This design comes from an exercise in tuning for a short achievable clock period and few clock cycles on the open sky130 flow, not from production work. Only simulation tests tie the RTL to the original design; equivalence was not proved. Power and IR drop assume default switching activity.

==> inputs of run P <==
## gcif_br
module gcif_br #(
    parameter [31:0] HEAD_MAGIC = 32'h11223344,
    parameter [31:0] HEAD_SEED  = 32'h00000001,
    parameter [31:0] DATA_SEED  = 32'h00000002
) (
    input  wire        clk,
    input  wire        rst,
    input  wire        cmd_valid,
    output wire        cmd_ready,
    input  wire [39:0] cmd_data,
    output reg         rsp_valid,
    output reg  [39:0] rsp_data,
    output reg         mem_req,
    output wire [29:0] mem_addr,
    input  wire        mem_ready,
    input  wire [31:0] mem_rdata,
    output wire [31:0] tbl_id,
    output wire [15:0] tbl_code,
    input  wire [15:0] tbl_sym,
    input  wire [4:0]  tbl_len
);
Settings: LEC_CHECK=0, CAP_MARGIN=80, CORE_MARGIN=2, CORE_UTILIZATION=40, SLEW_MARGIN=80; clock period 20.0 ns.
standard.sh (not shown) runs the stock make flow with config.mk's settings and CLKGATE_MAP_FILE= SYNTH_SCRIPT=/design/flow/synth_recipe.tcl, a recipe that flattens the netlist after the stock synthesis.
==> flow/flow/run.sh <==
#!/bin/bash
set -euo pipefail

PLATFORM_DONT_USE="sky130_fd_sc_hd__probe_p_8 sky130_fd_sc_hd__probec_p_8 sky130_fd_sc_hd__lpflow_bleeder_1 sky130_fd_sc_hd__lpflow_clkbufkapwr_1 sky130_fd_sc_hd__lpflow_clkbufkapwr_16 sky130_fd_sc_hd__lpflow_clkbufkapwr_2 sky130_fd_sc_hd__lpflow_clkbufkapwr_4 sky130_fd_sc_hd__lpflow_clkbufkapwr_8 sky130_fd_sc_hd__lpflow_clkinvkapwr_1 sky130_fd_sc_hd__lpflow_clkinvkapwr_16 sky130_fd_sc_hd__lpflow_clkinvkapwr_2 sky130_fd_sc_hd__lpflow_clkinvkapwr_4 sky130_fd_sc_hd__lpflow_clkinvkapwr_8 sky130_fd_sc_hd__lpflow_decapkapwr_12 sky130_fd_sc_hd__lpflow_decapkapwr_3 sky130_fd_sc_hd__lpflow_decapkapwr_4 sky130_fd_sc_hd__lpflow_decapkapwr_6 sky130_fd_sc_hd__lpflow_decapkapwr_8 sky130_fd_sc_hd__lpflow_inputiso0n_1 sky130_fd_sc_hd__lpflow_inputiso0p_1 sky130_fd_sc_hd__lpflow_inputiso1n_1 sky130_fd_sc_hd__lpflow_inputiso1p_1 sky130_fd_sc_hd__lpflow_inputisolatch_1 sky130_fd_sc_hd__lpflow_isobufsrc_1 sky130_fd_sc_hd__lpflow_isobufsrc_16 sky130_fd_sc_hd__lpflow_isobufsrc_2 sky130_fd_sc_hd__lpflow_isobufsrc_4 sky130_fd_sc_hd__lpflow_isobufsrc_8 sky130_fd_sc_hd__lpflow_isobufsrckapwr_16 sky130_fd_sc_hd__lpflow_lsbuf_lh_hl_isowell_tap_1 sky130_fd_sc_hd__lpflow_lsbuf_lh_hl_isowell_tap_2 sky130_fd_sc_hd__lpflow_lsbuf_lh_hl_isowell_tap_4 sky130_fd_sc_hd__lpflow_lsbuf_lh_isowell_4 sky130_fd_sc_hd__lpflow_lsbuf_lh_isowell_tap_1 sky130_fd_sc_hd__lpflow_lsbuf_lh_isowell_tap_2 sky130_fd_sc_hd__lpflow_lsbuf_lh_isowell_tap_4"
DELAY_CELLS="sky130_fd_sc_hd__clkdlybuf4s15_1 sky130_fd_sc_hd__clkdlybuf4s15_2 sky130_fd_sc_hd__clkdlybuf4s18_1 sky130_fd_sc_hd__clkdlybuf4s18_2 sky130_fd_sc_hd__clkdlybuf4s25_1 sky130_fd_sc_hd__clkdlybuf4s25_2 sky130_fd_sc_hd__clkdlybuf4s50_1 sky130_fd_sc_hd__clkdlybuf4s50_2 sky130_fd_sc_hd__dlygate4sd1_1 sky130_fd_sc_hd__dlygate4sd2_1 sky130_fd_sc_hd__dlygate4sd3_1 sky130_fd_sc_hd__dlymetal6s2s_1 sky130_fd_sc_hd__dlymetal6s4s_1 sky130_fd_sc_hd__dlymetal6s6s_1"

bash standard.sh synth > synth.log 2>&1
bash standard.sh \
  DONT_USE_CELLS="$PLATFORM_DONT_USE $DELAY_CELLS" \
  BUFFER_PORTS_ARGS="-buffer_cell sky130_fd_sc_hd__buf_4" \
  finish > layout.log 2>&1
==> inputs of run K, as changes to run P <==
--- a/flow/design.v
+++ b/flow/design.v
@@ -1765,25 +1765,27 @@
     wire       nsym_go = strm_go & is_nsym;
     wire [5:0] eat_amt = ({1'b0, n} < bl) ? {1'b0, n} : bl;
     wire [4:0] eat_c   = (strm_go & is_eat) ? eat_amt[4:0] : 5'd0;
     wire        app     = (sv <= 7'd32) & (wf_cnt != 4'd0);
     wire [31:0] wf_hd   = wf[wf_rp];
     wire [63:0] sb_a    = app ? (sb | ({wf_hd, 32'd0} >> sv)) : sb;
     wire [6:0]  sv_a    = app ? sv + 7'd32 : sv;
     wire [4:0]  cons    = nsym_go ? tbl_len : eat_c;
-    wire [7:0]  sv_dn   = {1'b0, sv_a} - {3'b0, tbl_len};
     wire [7:0]  sv_de   = {1'b0, sv_a} - {3'b0, eat_c};
-    wire [6:0]  sv_n    = nsym_go ? (sv_dn[7] ? 7'd0 : sv_dn[6:0])
-                                  : (sv_de[7] ? 7'd0 : sv_de[6:0]);
-    wire [6:0]  bl_dn   = {1'b0, bl1} - {2'b0, tbl_len};
-    wire [5:0]  bl_nsym = bl_dn[6] ? 6'd0 : bl_dn[5:0];
-    wire [31:0] sb_tn   = sb_a[63:32] << tbl_len;
+    wire [6:0]  sv_e    = sv_de[7] ? 7'd0 : sv_de[6:0];
     wire [31:0] sb_te   = sb_a[63:32] << eat_c;
-    wire [15:0] tc_n    = nsym_go ? sb_tn[31:16] : sb_te[31:16];
+    wire [6:0]  sv_n;
+    wire [5:0]  bl_nsym;
+    wire [15:0] tc_n;
+    gcif_lensel u_lensel (
+        .len(tbl_len), .go(nsym_go),
+        .sv_a(sv_a), .sv_e(sv_e), .bl1(bl1), .top(sb_a[63:32]), .tc_e(sb_te[31:16]),
+        .sv_n(sv_n), .bl_n(bl_nsym), .tc_n(tc_n)
+    );
     wire [15:0] peek_data = tc >> (5'd16 - n);           
     wire [31:0] ma_a_n, ma_b_n, ka_a_n, ka_b_n;
     gcif_csm_c1 u_m1 (.x(c_w), .a(ma_a_n), .b(ma_b_n));
     gcif_csm_c2 u_m2 (.x({m1[16:0], m1[31:17]}), .a(ka_a_n), .b(ka_b_n));
     wire [31:0] hh_y;
     gcif_mixh u_hmix (.h((k_t[1:0] == 2'd0) ? HEAD_SEED : hh), .k(kk), .y(hh_y));
     wire        hh_step = k_v & k_t[2] & (k_t[1:0] != 2'd3);
     wire        hh_last = hh_step & (k_t[1:0] == 2'd2);
@@ -2112,8 +2114,27 @@
                 i_done <= 1'b0;
                 fx_v   <= 1'b0;
                 f1_v   <= 1'b0;
                 fr_v   <= 1'b0;
             end
         end
     end
 endmodule
+module gcif_lensel (
+    input  wire [4:0]  len,      
+    input  wire        go,
+    input  wire [6:0]  sv_a,
+    input  wire [6:0]  sv_e,
+    input  wire [5:0]  bl1,
+    input  wire [31:0] top,
+    input  wire [15:0] tc_e,
+    output wire [6:0]  sv_n,
+    output wire [5:0]  bl_n,
+    output wire [15:0] tc_n
+);
+    wire [7:0]  sv_d = {1'b0, sv_a} - {3'b0, len};
+    wire [6:0]  bl_d = {1'b0, bl1} - {2'b0, len};
+    wire [31:0] sh   = top << len;
+    assign sv_n = go ? (sv_d[7] ? 7'd0 : sv_d[6:0]) : sv_e;
+    assign bl_n = bl_d[6] ? 6'd0 : bl_d[5:0];
+    assign tc_n = go ? sh[31:16] : tc_e;
+endmodule
--- a/flow/config.mk
+++ b/flow/config.mk
@@ -4,8 +4,10 @@
 export VERILOG_FILES = /design/flow/design.v
 export SDC_FILE = /design/flow/constraint.sdc
 export NUM_CORES = 4
 export LEC_CHECK = 0
 export CAP_MARGIN = 80
 export CORE_MARGIN = 2
 export CORE_UTILIZATION = 40
 export SLEW_MARGIN = 80
+export SYNTH_HIERARCHICAL = 1
+export SYNTH_MINIMUM_KEEP_SIZE = 0
==> inputs of run R, as changes to run P <==
--- a/flow/design.v
+++ b/flow/design.v
@@ -1670,30 +1670,30 @@
     reg        e_v, s_v;
     reg [39:0] e_cmd, s_cmd;
     reg [6:0]  e_fl, s_fl;
     reg        e_rs;          
     reg        cmd_ready_r;
     reg [31:0] tid;           
     reg [1:0]  mode;
     reg [7:0]  last_err;
-    reg [5:0]  bl;            
+    reg [5:0]  blq;           
     reg [5:0]  ll;            
     reg [29:0] words_left;
     reg [29:0] word_count;
     reg        eof;
     reg [31:0] bh;            
     reg [15:0] width;
     reg [15:0] height;
     reg [31:0] data_hash;
     reg [31:0] head_hash;
     reg [63:0] sbq;           
-    reg [4:0]  cq;            
+    reg [4:0]  lenq;          
     reg [15:0] tc;            
-    reg [6:0]  sv;            
+    reg [6:0]  svq;           
     reg [29:0] app_rem;       
     reg        all_app;       
     reg [31:0] wf [0:7];
     reg [2:0]  wf_wp, wf_rp;
     reg [3:0]  wf_cnt;
     reg        fetch_en;
     reg [29:0] fetch_addr;
     reg [29:0] tw_r;          
@@ -1719,17 +1719,21 @@
     reg [29:0] init_wc;
     reg [31:0] r1_a, r1_b, r2;
     reg        r1_v, r2_v;
     reg        lhs_v;         
     reg        i_done, i_ok;
     reg [31:0] fx, f1_a, f1_b, f1, f2_a, f2_b;
     reg        fx_v, f1_v, fr_v, f2_v;
     reg        bst;           
-    wire [63:0] sb    = sbq << cq;
+    wire [63:0] sb    = sbq << lenq;
+    wire [7:0]  sv_d  = {1'b0, svq} - {3'b0, lenq};
+    wire [6:0]  sv    = sv_d[7] ? 7'd0 : sv_d[6:0];
+    wire [6:0]  bl_d  = {1'b0, blq} - {2'b0, lenq};
+    wire [5:0]  bl    = bl_d[6] ? 6'd0 : bl_d[5:0];
     wire [7:0]  op  = e_cmd[39:32];
     wire [31:0] arg = e_cmd[31:0];
     wire [4:0]  n   = e_cmd[4:0];
     wire is_init = e_fl[F_INIT];
     wire is_peek = e_fl[F_PEEK];
     wire is_eat  = e_fl[F_EAT];
     wire is_nsym = e_fl[F_NSYM];
     wire is_bf   = e_fl[F_BF];
@@ -1764,27 +1768,22 @@
     wire       strm_go = e_v & is_strm & ~strm_wait;
     wire       nsym_go = strm_go & is_nsym;
     wire [5:0] eat_amt = ({1'b0, n} < bl) ? {1'b0, n} : bl;
     wire [4:0] eat_c   = (strm_go & is_eat) ? eat_amt[4:0] : 5'd0;
     wire        app     = (sv <= 7'd32) & (wf_cnt != 4'd0);
     wire [31:0] wf_hd   = wf[wf_rp];
     wire [63:0] sb_a    = app ? (sb | ({wf_hd, 32'd0} >> sv)) : sb;
     wire [6:0]  sv_a    = app ? sv + 7'd32 : sv;
-    wire [4:0]  cons    = nsym_go ? tbl_len : eat_c;
-    wire [7:0]  sv_dn   = {1'b0, sv_a} - {3'b0, tbl_len};
+    wire [63:0] sb_eat  = sb_a << eat_c;
     wire [7:0]  sv_de   = {1'b0, sv_a} - {3'b0, eat_c};
-    wire [6:0]  sv_n    = nsym_go ? (sv_dn[7] ? 7'd0 : sv_dn[6:0])
-                                  : (sv_de[7] ? 7'd0 : sv_de[6:0]);
-    wire [6:0]  bl_dn   = {1'b0, bl1} - {2'b0, tbl_len};
-    wire [5:0]  bl_nsym = bl_dn[6] ? 6'd0 : bl_dn[5:0];
-    wire [31:0] sb_tn   = sb_a[63:32] << tbl_len;
-    wire [31:0] sb_te   = sb_a[63:32] << eat_c;
-    wire [15:0] tc_n    = nsym_go ? sb_tn[31:16] : sb_te[31:16];
-    wire [15:0] peek_data = tc >> (5'd16 - n);           
+    wire [6:0]  sv_eat  = sv_de[7] ? 7'd0 : sv_de[6:0];
+    wire [31:0] sb_nt   = sb_a[63:32] << tbl_len;
+    wire [15:0] tc_n    = nsym_go ? sb_nt[31:16] : sb_eat[63:48];
+    wire [15:0] peek_data = sb[63:48] >> (5'd16 - n);
     wire [31:0] ma_a_n, ma_b_n, ka_a_n, ka_b_n;
     gcif_csm_c1 u_m1 (.x(c_w), .a(ma_a_n), .b(ma_b_n));
     gcif_csm_c2 u_m2 (.x({m1[16:0], m1[31:17]}), .a(ka_a_n), .b(ka_b_n));
     wire [31:0] hh_y;
     gcif_mixh u_hmix (.h((k_t[1:0] == 2'd0) ? HEAD_SEED : hh), .k(kk), .y(hh_y));
     wire        hh_step = k_v & k_t[2] & (k_t[1:0] != 2'd3);
     wire        hh_last = hh_step & (k_t[1:0] == 2'd2);
     wire        kx_use  = kx_v & (pend != 6'd0);
@@ -1840,16 +1839,18 @@
             else
                 mem_req <= req_n & ~hs_init;
         end
     end
     always @(posedge clk) begin
         if (e_take) begin
             e_cmd <= s_v ? s_cmd : cmd_data;
             e_fl  <= s_v ? s_fl  : dec_in;
+            if (s_v ? s_fl[F_NSYM] : dec_in[F_NSYM])
+                tid <= s_v ? s_cmd[31:0] : cmd_data[31:0];
         end
         if (~e_take & ~s_v) begin
             s_cmd <= cmd_data;
             s_fl  <= dec_in;
         end
         if (fire) begin
             if (is_init)
                 rsp_data <= (~ist | ~i_ok) ? {ERR_BAD_HEADER, 32'd0} : 40'd0;
@@ -1913,32 +1914,31 @@
         end
         if (init_start) init_wc <= arg[31:2] - 30'd4;
     end
     always @(posedge clk) begin
         if (rst_r) begin
             e_v         <= 1'b0;
             s_v         <= 1'b0;
             e_rs        <= 1'b0;
-            tid         <= 32'd0;
             mode        <= MODE_UNINIT;
             last_err    <= 8'd0;
-            bl          <= 6'd0;
+            blq         <= 6'd0;
             ll          <= 6'd0;
             words_left  <= 30'd0;
             word_count  <= 30'd0;
             eof         <= 1'b0;
             bh          <= 32'd0;
             width       <= 16'd0;
             height      <= 16'd0;
             data_hash   <= 32'd0;
             head_hash   <= 32'd0;
             sbq         <= 64'd0;
-            cq          <= 5'd0;
-            sv          <= 7'd0;
+            lenq        <= 5'd0;
+            svq         <= 7'd0;
             app_rem     <= 30'd0;
             all_app     <= 1'b1;
             wf_wp       <= 3'd0;
             wf_rp       <= 3'd0;
             wf_cnt      <= 4'd0;
             fetch_en    <= 1'b0;
             fetch_addr  <= 30'd0;
             tw_r        <= 30'd0;
@@ -1967,30 +1967,30 @@
             f1_v        <= 1'b0;
             fr_v        <= 1'b0;
             f2_v        <= 1'b0;
             bst         <= 1'b0;
         end else begin
             e_v  <= e_v_n;
             s_v  <= s_v_n;
             e_rs <= e_rs_n;
-            if (e_take) tid <= s_v ? s_cmd[31:0] : cmd_data[31:0];
+            blq <= bl;
             if (strm_go) begin
                 if (is_eat) begin
-                    bl <= bl - eat_amt;
+                    blq <= bl - eat_amt;
                 end else begin
-                    bl <= is_nsym ? bl_nsym : bl1;
-                    ll <= ll1;
+                    blq <= bl1;
+                    ll  <= ll1;
                     if (eof1) eof <= 1'b1;
                 end
             end
             if (pull) words_left <= words_left - 30'd1;
-            sbq <= sb_a;
-            cq  <= cons;
-            sv  <= sv_n;
+            sbq  <= nsym_go ? sb_a : sb_eat;
+            svq  <= nsym_go ? sv_a : sv_eat;
+            lenq <= nsym_go ? tbl_len : 5'd0;
             if (app) begin
                 wf_rp   <= wf_rp + 3'd1;
                 app_rem <= app_rem - 30'd1;
                 all_app <= (app_rem == 30'd1);
             end
             if (acc_body) wf_wp <= wf_wp + 3'd1;
             wf_cnt <= wfc_0 + {3'd0, acc_body};
             kcred  <= kcr_0 + {4'd0, acc_body};
@@ -2033,17 +2033,17 @@
             if (bf_launch) bst <= 1'b1;
             if (fire & is_bf) begin
                 bst  <= 1'b0;
                 f2_v <= 1'b0;
             end
             if (init_start) begin
                 mode       <= MODE_UNINIT;
                 last_err   <= 8'd0;
-                bl         <= 6'd0;
+                blq        <= 6'd0;
                 ll         <= 6'd0;
                 words_left <= 30'd0;
                 word_count <= 30'd0;
                 eof        <= 1'b0;
                 bh         <= 32'd0;
                 width      <= 16'd0;
                 height     <= 16'd0;
                 data_hash  <= 32'd0;
@@ -2084,18 +2084,18 @@
                 fetch_addr <= 30'd0;
                 tw_r       <= arg[31:2];
                 hdr_cnt    <= 3'd0;
                 hdr_done   <= 1'b0;
                 fetch_en   <= rs_go;
             end
             if (rs_d) begin
                 sbq    <= 64'd0;
-                cq     <= 5'd0;
-                sv     <= 7'd0;
+                lenq   <= 5'd0;
+                svq    <= 7'd0;
                 wf_wp  <= 3'd0;
                 wf_rp  <= 3'd0;
                 wf_cnt <= 4'd0;
                 kcred  <= 5'd0;
                 ma_v   <= 1'b0;
                 m1_v   <= 1'b0;
                 ka_v   <= 1'b0;
                 k_v    <= 1'b0;
==> flow/flow/run.sh (replaced) <==
#!/bin/bash
# Layout flow: the standard flow (standard.sh, all steps unchanged),
# except that the port buffers that global placement inserts are
# sky130_fd_sc_hd__buf_4 cells instead of the default buffer cell.
# The standard flow's output goes to standard.log; ORFS keeps each step's
# log under orfs/logs/.
set -e
export BUFFER_PORTS_ARGS="-buffer_cell sky130_fd_sc_hd__buf_4"
bash standard.sh > standard.log 2>&1
==> flow/config.mk (replaced) <==
export PLATFORM = sky130hd
export DESIGN_NAME = gcif_br
export DESIGN_NICKNAME = gcif_br
export VERILOG_FILES = /design/flow/design.v
export SDC_FILE = /design/flow/constraint.sdc
export NUM_CORES = 4
export LEC_CHECK = 0
export CAP_MARGIN = 20
export CORE_MARGIN = 2
export CORE_UTILIZATION = 40
export SLEW_MARGIN = 20
==> run summary <==
- Of run K and run P, run P has the higher sequential share of layout area (gap 0.30 points).
- Final cell count, lowest first: run R, run P, run K.
- Core utilization, lowest first: run R, run K, run P.
- Clock power: run P < run R < run K.
- Of run K and run R, run K has the higher clock skew (gap 0.013 ns).
- Hold slack, highest first: run K, run R, run P.
- Synthesized cell count: run R is smaller than run K (about 8%).
- First-iteration DRC count: run R > run K > run P.
- Against run R, the non-clock buffer count of run K is higher by 817.
- Combinational power: run K > run P > run R.
Testbench counts of run P, summed over its fixed seeds: cycles 14,355.
Testbench counts of run K, summed over its fixed seeds: cycles 14,355.
Testbench counts of run R, summed over its fixed seeds: cycles 14,355.

==> afterwards: timing with drivers on the ports <==
In the flow no input, the clock included, has a driving cell. The finished layouts below were timed again as built, in two steps.
Step 1 assumes that a clkbuf_16 drives the clock port and a buf_2 every other input.
Step 2, shift: input delay + t, output delay - t, t = (earliest + latest rising clock arrival at the registers) / 2. This alone moves slack from input paths to output paths.
Slacks: ideal ports / drivers / drivers and shift; pairs: ideal ports / drivers.
run | t (ns) | setup slack, ns | worst setup path at the end
run P | 0.958 | 14.201 / 14.238 / 13.281 | input to register
run K | 0.968 | 14.369 / 14.277 / 13.678 | input to register
run R | 0.938 | 11.608 / 11.608 / 11.608 | register to register
After both steps every run listed still meets setup and hold. For run P, which loses most, drivers alone change the setup slack by +0.037 ns; drivers and shift together by -0.920 ns.
